Background: an optimization exercise with open tools, aiming at a short achievable clock period and few clock cycles per item. Do not read the settings as production practice. Only simulation tests tie the RTL to the original design; equivalence was not proved.

==> design.v <==
module wav12_compressor (
    input  wire        clk,
    input  wire        rst,
    input  wire        start,
    input  wire [3:0]  cfg_shift,
    input  wire [15:0] cfg_nsamples,
    output wire        idle,
    output wire        done,
    input  wire        in_valid,
    input  wire [15:0] in_sample,
    output wire        in_ready,
    output wire        out_valid,
    output wire [7:0]  out_data,
    output wire        out_last,
    input  wire        out_ready
);
    localparam [2:0] S_IDLE  = 3'd0;
    localparam [2:0] S_FETCH = 3'd1;    
    localparam [2:0] S_CALC  = 3'd2;    
    localparam [2:0] S_SHIFT = 3'd3;    
    localparam [2:0] S_EMIT  = 3'd4;    
    localparam [2:0] S_PAD   = 3'd5;    
    localparam [2:0] S_DONE  = 3'd6;
    reg [2:0]  state;
    reg [3:0]  shift;
    reg [15:0] remaining;    
    reg signed [15:0] x_in;      
    reg signed [15:0] prev1, prev2, prev3;
    reg [19:0] ubits;        
    reg [4:0]  ulen;         
    reg [7:0]  stage;
    reg [3:0]  scnt;         
    wire signed [19:0] p1 = prev1;
    wire signed [19:0] p2 = prev2;
    wire signed [19:0] p3 = prev3;
    wire signed [19:0] guess = 20'sd3 * p1 - 20'sd3 * p2 + p3;
    wire signed [19:0] xw    = x_in;
    wire signed [19:0] delta = xw - guess;
    wire               neg   = delta[19];
    wire [19:0]        ad    = neg ? -delta : delta;
    reg [4:0] width;
    integer i;
    always @* begin
        width = 5'd1;
        for (i = 1; i < 19; i = i + 1)
            if (ad[i]) width = i[4:0] + 5'd1;
    end
    wire        escape   = (width > 5'd15);
    wire [3:0]  code     = width[3:0] - 4'd1;
    wire [14:0] mag_al   = ad[14:0] << (5'd15 - width);
    wire [19:0] unit_n   = {code, ~neg, mag_al};
    wire [19:0] unit_e   = {4'hF, x_in};
    wire [19:0] unit     = escape ? unit_e : unit_n;
    wire [4:0]  unit_len = escape ? 5'd20 : 5'd5 + width;
    wire signed [15:0] x_q = $signed(in_sample) >>> shift;
    always @(posedge clk) begin
        if (rst) begin
            state <= S_IDLE;
        end else begin
            case (state)
                S_IDLE, S_DONE: begin
                    state <= S_IDLE;
                    if (start) begin
                        shift     <= cfg_shift;
                        remaining <= cfg_nsamples;
                        prev1     <= 16'sd0;
                        prev2     <= 16'sd0;
                        prev3     <= 16'sd0;
                        stage     <= 8'd0;
                        scnt      <= 4'd0;
                        ulen      <= 5'd0;
                        state     <= (cfg_nsamples == 16'd0) ? S_DONE : S_FETCH;
                    end
                end
                S_FETCH: begin
                    if (in_valid) begin
                        x_in      <= x_q;
                        remaining <= remaining - 16'd1;
                        state     <= S_CALC;
                    end
                end
                S_CALC: begin
                    ubits <= unit;
                    ulen  <= unit_len;
                    prev3 <= prev2;
                    prev2 <= prev1;
                    prev1 <= x_in;
                    state <= S_SHIFT;
                end
                S_SHIFT: begin
                    stage <= {stage[6:0], ubits[19]};
                    ubits <= {ubits[18:0], 1'b0};
                    ulen  <= ulen - 5'd1;
                    scnt  <= scnt + 4'd1;
                    if (scnt == 4'd7)
                        state <= S_EMIT;
                    else if (ulen == 5'd1)
                        state <= (remaining == 16'd0) ? S_PAD : S_FETCH;
                end
                S_EMIT: begin
                    if (out_ready) begin
                        scnt <= 4'd0;
                        if (ulen != 5'd0)
                            state <= S_SHIFT;
                        else if (remaining != 16'd0)
                            state <= S_FETCH;
                        else
                            state <= S_DONE;
                    end
                end
                S_PAD: begin
                    if (out_ready) begin
                        scnt  <= 4'd0;
                        state <= S_DONE;
                    end
                end
                default: state <= S_IDLE;
            endcase
        end
    end
    assign idle      = (state == S_IDLE) || (state == S_DONE);
    assign done      = (state == S_DONE);
    assign in_ready  = (state == S_FETCH);
    assign out_valid = (state == S_EMIT) || (state == S_PAD);
    assign out_data  = (state == S_PAD) ? (stage << (4'd8 - scnt)) : stage;
    assign out_last  = (state == S_PAD) || (ulen == 5'd0 && remaining == 16'd0);
endmodule
==> run.sh <==
#!/bin/bash
# synth_recipe.tcl (not shown) runs the flow's synth.tcl, then flattens the netlist and writes it again
# the make line also repeats each setting of config.mk as NAME=value (left out here)
make -C /OpenROAD-flow-scripts/flow DESIGN_CONFIG=/design/flow/config.mk WORK_HOME=/design/flow/orfs CLKGATE_MAP_FILE= SYNTH_SCRIPT=/design/flow/synth_recipe.tcl finish
==> config.mk <==
export PLATFORM = sky130hd
export DESIGN_NAME = wav12_compressor
export DESIGN_NICKNAME = wav12_compressor
export VERILOG_FILES = /design/flow/design.v
export SDC_FILE = /design/flow/constraint.sdc
export NUM_CORES = 4
export LEC_CHECK = 0
export CAP_MARGIN = 20
export CORE_MARGIN = 2
export CORE_UTILIZATION = 40
export PLACE_DENSITY = 0.6
export SLEW_MARGIN = 20
==> constraint.sdc <==
create_clock -name core_clock -period 10.0 [get_ports {clk}]
set_input_delay 2.0000 -clock core_clock [delete_from_list [all_inputs] [get_ports {clk}]]
set_output_delay 2.0000 -clock core_clock [all_outputs]
set_load 0.01 [all_outputs]
==> summary.txt <==
status timing/DRC/antenna clean; Crit path required time 10.28 ns; Worst R2R Setup Slack 2.03 ns; total CTS buffers 17; Worst-Margin Slew 1.06 ns; vias in the first global route 9337; commonest non-fill, non-tap cell in the layout inv_1; CTS tree built; IO Pins 54; Cells after Synth 1293; DR WL/cell 17.0 microns; Seq/Total Area, Yosys 30.8%; Post-CTS Setup Inserts 0; Rows 63; initial core utilization 40.6%; Root Buffer clkbuf_16; Post-synth ARST share 0%; CP Launch Type register; CP arrival 8.24 ns; fin. max-slew vios 0; ANT nets after route 0; RR Endpoint ubits[2]; overall die width 177 microns; via/cell ratio 5.48; Post-Synth XOR/XNOR Area 3.62%; Max Cap Violations 0; Max clock buf depth 2; WL final 29300 microns; Simple-Gate Fraction of Synth Area 17.5%; Core ar. 29600 sq um; DRT iter0 DRCs 642; Synth Register Bits 124; Post-Syn Area 12000 sq um; placed cell count 1692; RSZ-0062 raised after global routing false; Hold Slack 0.540 ns; Final min period 7.97 ns; Final Net Count 1492; Main synth FF type edfxtp_1; synthesized area per cell 9.27 sq um; Post-CTS Resized 0; Hold Fails Final Rpt 0; reg-to-reg startpoint prev1[1]; WS Path Type reg -> reg; post-synthesis adder-cell area fraction 17.8%; post-synthesis mux area share 4.24%; Reg clk slew, reported paths 0.06 ns; total congestion overflow 0; end of the critical path ubits[2]; clk latency of the worst-skew pair 0.43 ns; global-route wire length before repair 48300 microns; GP Congestion 0.882; detailed placer's ending HPWL 22200 microns; Synthesized Nets 1464; Post-synth EDFFs 121; Netlist cell types 109; initial antenna violation count 0; antenna diode count 0; DRC 0; Slew headroom 29.1%; drt pass-1 iters 5; # hold bufs at CTS 0; CP Capture Type register; GRT Total Usage 19.3%; final setup TNS 0 ns; Max Fclk 126 MHz; Clock Skew 0.00907 ns; layout cells sized above 1 8.17%; Hold Startpoint ubits[1]; area delta synth->final 11.9%; IO Port Bufs 53; H-tree levels 4; R2R depth 25; largest net degree at the start of global routing 49; fin util 45.4%; crit-path max FO 22; die area 31400 sq um; fin cells 1724; largest family of logic cells by synthesized area compound AO/OA/AOI/OAI gates; final period utilization 79.7%; vias post-DR 9453; Hold WC Path Type reg -> reg; Compound-Gate Fraction of Synth Area 18.7%; die span in y 177 microns; number of synthesis warnings 1; final setup violation count 0; most frequent cells in the layout 160 x inv_1, 138 x nor2_1, 121 x edfxtp_1; critical path launch point prev1[1]; clk sink count 124
==> cells by family (layout without fill, tap and decap cells) <==
| family | after synthesis | in the layout |
|---|---|---|
| multiplexers | 43 | 43 |
| XOR/XNOR | 47 | 47 |
| AO/OA/AOI/OAI | 311 | 311 |
| flip-flops | 124 | 124 |
| adder cells (fa/ha/maj) | 130 | 130 |
| AND/OR/NAND/NOR | 420 | 420 |
| buffers and inverters | 218 | 259 |
==> routing by layer <==
layer	part of all wire, %	vias to the layer above	global-route usage, %
li1	-	4634	-
met1	49	4577	27.8
met2	45	217	30.0
met3	4.5	25	3.24
met4	1.6	0	5.48
met5	0	-	0
==> cell usage after synthesis (all sizes together) (22+ instances only) <==
master,count,area (sq um)
clkbuf,32,120
fa,67,1340
nand3,26,130
inv,163,617
ha,63,788
nand2,80,317
a21oi,93,473
edfxtp,121,3630
xnor2,33,297
mux2i,29,290
o21ai,58,298
buf,22,141
nor2,139,524
and2,34,215
nor3,37,206
a211oi,22,210
==> area by class of cell <==
| class | count | area, sq um |
|---|---|---|
| fill | 2865 | 16100 |
| multi-input combinational | 951 | 7440 |
| sequential | 124 | 3690 |
| inverter | 164 | 621 |
| timing repair buffer | 63 | 606 |
| tap | 390 | 488 |
| clock buffer | 19 | 433 |
| clock inverter | 13 | 141 |
==> metrics by stage <==
step                      cell area [sq um]  setup WS [ns]
after detailed placement              12800           2.15
final                                 13400           2.03
after global routing                  13400           1.49
after floorplan                       12000           3.34
after global placement                12800           2.21
after CTS                             13400           2.11
==> how the worst min path moves through the flow <==
stage / slack, ns / endpoint / depth (start not counted)
2_1_floorplan: 0.50 / ubits[1] / 2
6_report: 0.54 / ubits[2] / 2
5_1_grt: 0.58 / ubits[1] / 2
3_5_place_dp: 0.53 / ubits[2] / 2
4_1_cts: 0.54 / ubits[2] / 2
3_3_place_gp: 0.51 / ubits[2] / 2
==> critical path: stages, from the launching register on <==
cell       delay [ns]
edfxtp_1         0.42
inv_1            0.13
fa_1             0.45
fa_1             0.52
inv_1            0.05
fa_1             0.43
ha_1             0.33
inv_1            0.10
ha_1             0.28
inv_1            0.08
fa_1             0.63
nand2_1          0.14
nor3b_1          0.20
mux2i_1          0.17
nor3_1           0.39
nand4_1          0.50
or4bb_1          0.63
a21oi_1          0.16
o21bai_1         0.09
o22ai_2          0.22
o21a_1           0.66
inv_4            0.24
or3_4            0.45
o21a_1           0.17
a2bb2oi_1        0.17
o21ai_1          0.16
==> sequential cells by signal, indices dropped and copies added, names as in the netlist, 5 cells and up <==
name,count
prev3,16
ubits,20
remaining,16
prev2,16
x_in,16
prev1,16
ulen,5
stage,8
Testbench counts, summed over its fixed seeds: cycles 770,185, samples 57,887.

[what the ideal ports hide]
The results above use ideal ports. As a check the final layout listed here was re-extracted and re-timed, cells and wires unchanged.
Step 1 (the two cells are an assumption about what drives the block):
set clk [get_ports {clk}]
set_driving_cell -lib_cell sky130_fd_sc_hd__clkbuf_16 $clk
set_driving_cell -lib_cell sky130_fd_sc_hd__buf_2 [delete_from_list [all_inputs] $clk]
Step 2 adds t to the input delays and takes it off the output delays; t is the mean of the earliest and latest rising clock arrival at the registers after step 1. Input paths then give back, and output paths get back, about the clock's delay inside the block.
Slacks: ideal ports / drivers / drivers and shift; pairs: ideal ports / drivers.
t, ns: 0.478
slack for setup (ns): 2.033 / 2.033 / 2.033
worst setup path after step 2: register to register
slew at the worst register clock pin (ns): 0.07 / 0.07
cell pins on the clock port's net: 1
After both steps setup and hold are still met in this run. For this run, drivers alone change the setup slack by 0.000 ns; drivers and shift together by 0.000 ns.
